Context: an optimization exercise on an open-source flow, tuned for small area, a short achievable clock period and few clock cycles. The choices shown serve that exercise and are no tape-out recipe. In this exercise RTL edits were held to simulation tests only and were not proved equivalent to the original.

==> exp/umber <==
Design musicbytes_synth, start of the top module:
module musicbytes_synth (
    input  wire        clk,
    input  wire        rst,
    input  wire        note_valid,
    output wire        note_ready,
    input  wire [7:0]  note_tempo,
    input  wire [3:0]  note_dur,
    input  wire [7:0]  note_vol,
    input  wire [21:0] note_freq,
    output wire        out_valid,
    input  wire        out_ready,
    output wire [15:0] out_sample
);
Settings: LEC_CHECK=0, ABC_AREA=1, CAP_MARGIN=20, CORE_MARGIN=2, CORE_UTILIZATION=30, SLEW_MARGIN=20, SYNTH_MEMORY_MAX_BITS=16384; clock period 12.0 ns.
standard.sh (not shown) runs the stock make flow with config.mk's settings and CLKGATE_MAP_FILE= SYNTH_SCRIPT=/design/flow/synth_recipe.tcl, a recipe that flattens the netlist after the stock synthesis.
==> flow/flow/run.sh <==
#!/bin/bash
# The standard layout (the standard.sh: standard synthesis, floorplan, place, CTS,
# route, finish) with two changes to how it is made:
#  - the setup repair steps are asked to keep 8.5 ns of slack at the design's 12 ns clock,
#    so that they size up the longest paths;
#  - the port buffers that placement inserts on every input and output are buf_2 cells.
# The constraints (constraint.sdc, clock period 12 ns) are unchanged.
# make's full output goes to flow_make.log here; each ORFS step logs under orfs/logs.
set -euo pipefail
bash standard.sh SETUP_SLACK_MARGIN=8.5 "BUFFER_PORTS_ARGS=-buffer_cell sky130_fd_sc_hd__buf_2" finish > flow_make.log 2>&1
==> exp/violet: changes against exp/umber <==
--- a/flow/design.v
+++ b/flow/design.v
@@ -15,12 +15,11 @@
                      S_PREP  = 3'd1,    
                      S_DIV1A = 3'd2,    
                      S_DIV1B = 3'd3,    
                      S_DIV2  = 3'd4,    
                      S_LAST  = 3'd5,    
-                     S_RUN   = 3'd6,    
-                     S_DN    = 3'd7;    
+                     S_RUN   = 3'd6;    
     localparam [17:0] X_BASE = 18'd165375;
     reg [2:0]  state;
     reg [4:0]  k;
     reg [17:0] e;            
     reg [18:0] q;            
@@ -29,12 +28,11 @@
     reg [11:0] ph;
     reg        c;
     reg [17:0] cnt;          
     reg [7:0]  vol;
     reg [9:0]  addr;         
-    reg [9:0]  addr_n;       
-    reg        sa, va;
+    reg        a10, sa, va;
     reg [14:0] mag;
     reg        sr, vr;
     reg [15:0] ma, mb;       
     reg        mc, sm, vm;
     reg [15:0] outq;
@@ -48,29 +46,25 @@
     wire drained = ~va & ~vr & ~vm & ~ov;
     wire [3:0]  cp_in = (note_dur >= 4'd9) ? 5'd17 - note_dur : 4'd8 - note_dur;
     wire [7:0]  tm    = dreg[7:0];
     wire [7:0]  bpm   = (tm < 8'd120) ? tm + 8'd120 :
                         (tm < 8'd240) ? tm : tm - 8'd120;
-    wire        dn_st  = (state == S_DN);
     wire        bit_in = div1a ? X_BASE[k] : div2 & dreg[17];
-    wire [18:0] s_add  = {1'b0, e} + {1'b0, dreg};
-    wire [18:0] a_op   = (run | dn_st) ? {1'b0, e} : {e, bit_in};
+    wire [18:0] t_run  = {1'b0, e} + {1'b0, dreg};
+    wire [18:0] t      = run ? t_run : {e, bit_in};
     wire [17:0] op_b   = div1 ? {10'd0, dreg[7:0]} : q[18:1];
-    wire [19:0] b_op   = run ? {q[18], q} : {2'b11, ~op_b};
-    wire        cin_u  = ~run & (div1 | ~q[0]);
-    wire [19:0] u      = {1'b0, a_op} + b_op + {19'd0, cin_u};
+    wire        cin_u  = div1 | ~q[0];
+    wire [19:0] u      = {1'b0, t} + {2'b11, ~op_b} + {19'd0, cin_u};
     wire        ge     = ~u[19];
-    wire [17:0] e_nx   = ge ? u[17:0] : a_op[17:0];
-    wire [17:0] e_run  = ge ? u[17:0] : s_add[17:0];
-    reg         lastq, rbq;
-    wire        pre_last = (cnt == {16'd0, ~rbq, rbq});
+    wire [17:0] e_nx   = ge ? u[17:0] : t[17:0];
+    reg         lastq;
+    wire        pre_last = (cnt == {16'd0, ~q[0], q[0]});
     wire        to_div2 = (div1a & (k == 5'd0) & (cnt[3:0] == 4'd0)) |
                           ((state == S_DIV1B) & (cnt[3:0] == 4'd1));
     wire [14:0] table_q;
-    sine_table u_table (.a(addr), .an(addr_n), .q(table_q));
-    wire        ph_zero = (ph[9:0] == 10'd0);
-    wire [9:0]  addr_nx = ph[10] ? (ph_zero ? 10'h3ff : 10'd0 - ph[9:0]) : ph[9:0];
+    sine_table u_table (.a(addr), .q(table_q));
+    wire [10:0] addr_nx = ph[10] ? (11'd1024 - {1'b0, ph[9:0]}) : {1'b0, ph[9:0]};
     wire ms1 = (mag[6] & vol[0]) ^ (mag[5] & vol[1]);
     wire mc2 = (mag[6] & vol[0]) & (mag[5] & vol[1]);
     wire ms3 = (mag[7] & vol[0]) ^ (mag[6] & vol[1]) ^ (mag[5] & vol[2]);
     wire mc4 = ((mag[7] & vol[0]) & (mag[6] & vol[1])) | ((mag[5] & vol[2]) & ((mag[7] & vol[0]) ^ (mag[6] & vol[1])));
     wire ms5 = (mag[4] & vol[3]) ^ (mag[3] & vol[4]) ^ (mag[2] & vol[5]);
@@ -292,12 +286,11 @@
             case (state)
                 S_IDLE:  if (note_valid) state <= S_PREP;
                 S_PREP:  state <= S_DIV1A;
                 S_DIV1A: if (k == 5'd0) state <= to_div2 ? S_DIV2 : S_DIV1B;
                 S_DIV1B: if (to_div2) state <= S_DIV2;
-                S_DIV2:  if (k == 5'd0) state <= S_DN;
-                S_DN:    state <= S_LAST;
+                S_DIV2:  if (k == 5'd0) state <= S_LAST;
                 S_LAST:  if (nr && note_valid) state <= S_RUN;
                 S_RUN:   if (!stall && lastq) state <= S_IDLE;
                 default: state <= S_IDLE;
             endcase
         end
@@ -329,52 +322,45 @@
                 e                <= e_nx;
                 dph              <= {dph[10:0], ge};
                 {dreg, cnt[3:0]} <= {dreg[16:0], cnt[3:0], 1'b0};
                 k                <= k - 5'd1;
             end
-            S_DN: begin
-                q     <= u[18:0];
+            S_LAST: begin
                 cnt   <= q[18:1];
-                rbq   <= q[0];
                 lastq <= 1'b0;
                 dreg  <= e;
                 ph    <= 12'd0;
                 c     <= 1'b0;
-            end
-            S_LAST: begin
                 if (nr) vol <= note_vol;
             end
             S_RUN: begin
                 if (!stall) begin
                     ph  <= ph + dph + {11'd0, c};
-                    e   <= e_run;
+                    e   <= e_nx;
                     c   <= ge;
                     cnt <= cnt - 18'd1;
                     lastq <= pre_last;
                 end
             end
             default: ;
         endcase
         if (!stall) begin
-            addr <= addr_nx;
-            addr_n <= ~addr_nx;
+            {a10, addr} <= addr_nx;
             sa   <= ph[11];
-            mag  <= table_q;
+            mag  <= table_q | {15{a10}};
             sr   <= sa;
             ma   <= mrow_a[23:8];
             mb   <= mrow_b[23:8];
             mc   <= low_sum[8];
             sm   <= sr;
             outq <= out_val;
         end
     end
 endmodule
-module sine_table(a, an, q);
+module sine_table(a, q);
   input [9:0] a;
   wire [9:0] a;
-  input [9:0] an;             
-  wire [9:0] an;
   output [14:0] q;
   wire [14:0] q;
   wire _0000_;
   wire _0001_;
   wire _0002_;
@@ -4498,21 +4484,21 @@
   assign _0068_ = _0000_ | _1235_;
   assign _0033_ = _1236_ & _1237_;
   assign _1237_ = ~_0032_;
   assign _0037_ = _1192_ | _1238_;
   assign _0107_ = _1196_ & _1194_;
-  assign _1194_ = an[2];
+  assign _1194_ = ~a[2];
   assign _0034_ = a[3] | a[2];
-  assign _1195_ = an[1];
+  assign _1195_ = ~a[1];
   assign _0035_ = _1195_ & _1239_;
   assign _1239_ = ~_0034_;
   assign _0275_ = _0034_ | a[1];
   assign _0036_ = _1241_ | a[5];
   assign _1240_ = ~_0035_;
   assign _1243_ = _1242_ & _1202_;
   assign _0038_ = _0176_ | _1243_;
-  assign _1202_ = an[7];
+  assign _1202_ = ~a[7];
   assign _1242_ = ~_0036_;
   assign _1246_ = _1216_ & _1244_;
   assign _1247_ = _1245_ & _1244_;
   assign _0041_ = _1246_ | _1247_;
   assign _1244_ = ~_0038_;
@@ -4522,11 +4508,11 @@
   assign _1248_ = _0000_ & _1192_;
   assign _1249_ = _1221_ & _1192_;
   assign _1250_ = _1235_ & _1192_;
   assign _1251_ = _1248_ | _1249_;
   assign _0040_ = _1251_ | _1250_;
-  assign _1192_ = an[6];
+  assign _1192_ = ~a[6];
   assign _1221_ = ~_0019_;
   assign _1235_ = ~_0030_;
   assign _1254_ = _1252_ & _1253_;
   assign _0042_ = _1254_ | _1228_;
   assign _1253_ = ~_0040_;
@@ -4535,16 +4521,16 @@
   assign _0050_ = _1257_ | _1256_;
   assign _1255_ = ~_0041_;
   assign _1256_ = ~_0042_;
   assign _0043_ = a[2] & a[0];
   assign _0087_ = _1194_ | _1210_;
-  assign _1210_ = an[0];
+  assign _1210_ = ~a[0];
   assign _0044_ = _1210_ | _1197_;
   assign _1197_ = ~_0003_;
   assign _1259_ = _1258_ & _1196_;
   assign _0092_ = _0318_ | _1259_;
-  assign _1196_ = an[3];
+  assign _1196_ = ~a[3];
   assign _1258_ = ~_0043_;
   assign _0046_ = a[3] | _1260_;
   assign _1263_ = _1261_ & _1192_;
   assign _1264_ = _1262_ & _1192_;
   assign _0047_ = _1263_ | _1264_;
@@ -4553,24 +4539,24 @@
   assign _0049_ = _1225_ | _1265_;
   assign _1265_ = ~_0048_;
   assign _1267_ = _1204_ & _1266_;
   assign _0051_ = _1267_ | _1226_;
   assign _1266_ = ~_0049_;
-  assign _1226_ = an[9];
+  assign _1226_ = ~a[9];
   assign q[12] = _1268_ | _1269_;
   assign _1268_ = ~_0050_;
   assign _1269_ = ~_0051_;
   assign _1271_ = _1270_ & _1236_;
   assign _0053_ = _1271_ | a[5];
   assign _1236_ = ~_0031_;
   assign _0058_ = _1273_ | _1204_;
   assign _1272_ = ~_0053_;
-  assign _1204_ = an[8];
+  assign _1204_ = ~a[8];
   assign _0054_ = _1196_ | _1234_;
   assign _1234_ = ~_0029_;
   assign _0239_ = _1274_ | _0157_;
-  assign _0001_ = an[4];
+  assign _0001_ = ~a[4];
   assign _1222_ = ~_0020_;
   assign _0055_ = a[4] | _1275_;
   assign _1275_ = ~_0054_;
   assign _1277_ = _0000_ | _1192_;
   assign _0056_ = _1277_ | _1276_;
@@ -4625,11 +4611,11 @@
   assign _1307_ = ~_0070_;
   assign _0073_ = _0001_ & _1308_;
   assign _1308_ = ~_0071_;
   assign _0074_ = _0001_ & _1210_;
   assign _0742_ = _0074_ | _0000_;
-  assign _0000_ = an[5];
+  assign _0000_ = ~a[5];
   assign _0150_ = _1299_ & _1309_;
   assign _1309_ = ~_0072_;
   assign _0075_ = _1310_ & _1311_;
   assign _1311_ = ~_0074_;
   assign _0076_ = _0000_ | _1312_;
==> flow/flow/run.sh (replaced) <==
#!/bin/bash
set -euo pipefail
bash standard.sh SETUP_SLACK_MARGIN=8.5 finish > flow_make.log 2>&1
==> results_dict.tcl <==
set metrics [dict create \
    finalNetCount 3953 \
    cpPeakStageDelay_ps 520 \
    yosys-top-cells-area "edfxtp_1 (25%), nand2_1 (17%), fa_1 (8.1%)" \
    buf_share 0.0570 \
    timing.final.ws_setup_ps 8310 \
    synth_top_area_frac 0.247 \
    status "no timing/DRC/antenna violations" \
    antenna_found_initial 7 \
]
# the run above: exp/umber

==> results_dict.tcl <==
set metrics [dict create \
    timing.final.ws_setup_ps 8330 \
    finalNetCount 3919 \
    synth_top_area_frac 0.241 \
    cpPeakStageDelay_ps 540 \
    synthArstFlopShare 0 \
    r2r_end "mag[1]$_DFFE_PN_" \
    status "no timing/DRC/antenna violations" \
    antenna_found_initial 9 \
    port-buffer-count 63 \
    yosys-top-cells-area "edfxtp_1 (24%), nand2_1 (18%), fa_1 (8.5%)" \
]
# the run above: exp/violet

Testbench counts of exp/umber, summed over its fixed seeds: cycles 1,809,113.
Testbench counts of exp/violet, summed over its fixed seeds: cycles 1,809,065.

==> afterwards: timing with drivers on the ports <==
Ports are ideal in the flow. The routed layouts listed here were re-timed in OpenROAD. Step 1 (the two cells are an assumption about what drives the block):
set clk [get_ports {clk}]
set_driving_cell -lib_cell sky130_fd_sc_hd__clkbuf_16 $clk
set_driving_cell -lib_cell sky130_fd_sc_hd__buf_2 [delete_from_list [all_inputs] $clk]
Step 2, shift: input delay + t, output delay - t, t = (earliest + latest rising clock arrival at the registers) / 2. This alone moves slack from input paths to output paths. Slacks: ideal / step 1 / step 2; pairs: ideal / step 1.
| run | t, ns | slack for setup (ns) | worst setup path after step 2 | slew at the worst register clock pin (ns) | worst slew at a driven data input, ns |
|---|---|---|---|---|---|
| exp/umber | 0.635 | 8.306 / 8.306 / 8.042 | input to register | 0.07 / 0.07 | 0.04 |
| exp/violet | 0.518 | 8.326 / 8.326 / 8.072 | input to register | 0.09 / 0.09 | 0.16 |
After both steps setup and hold are still met in every run listed. The setup slack of exp/umber, which loses most, moves by 0.000 ns with the drivers and by -0.264 ns with both steps.
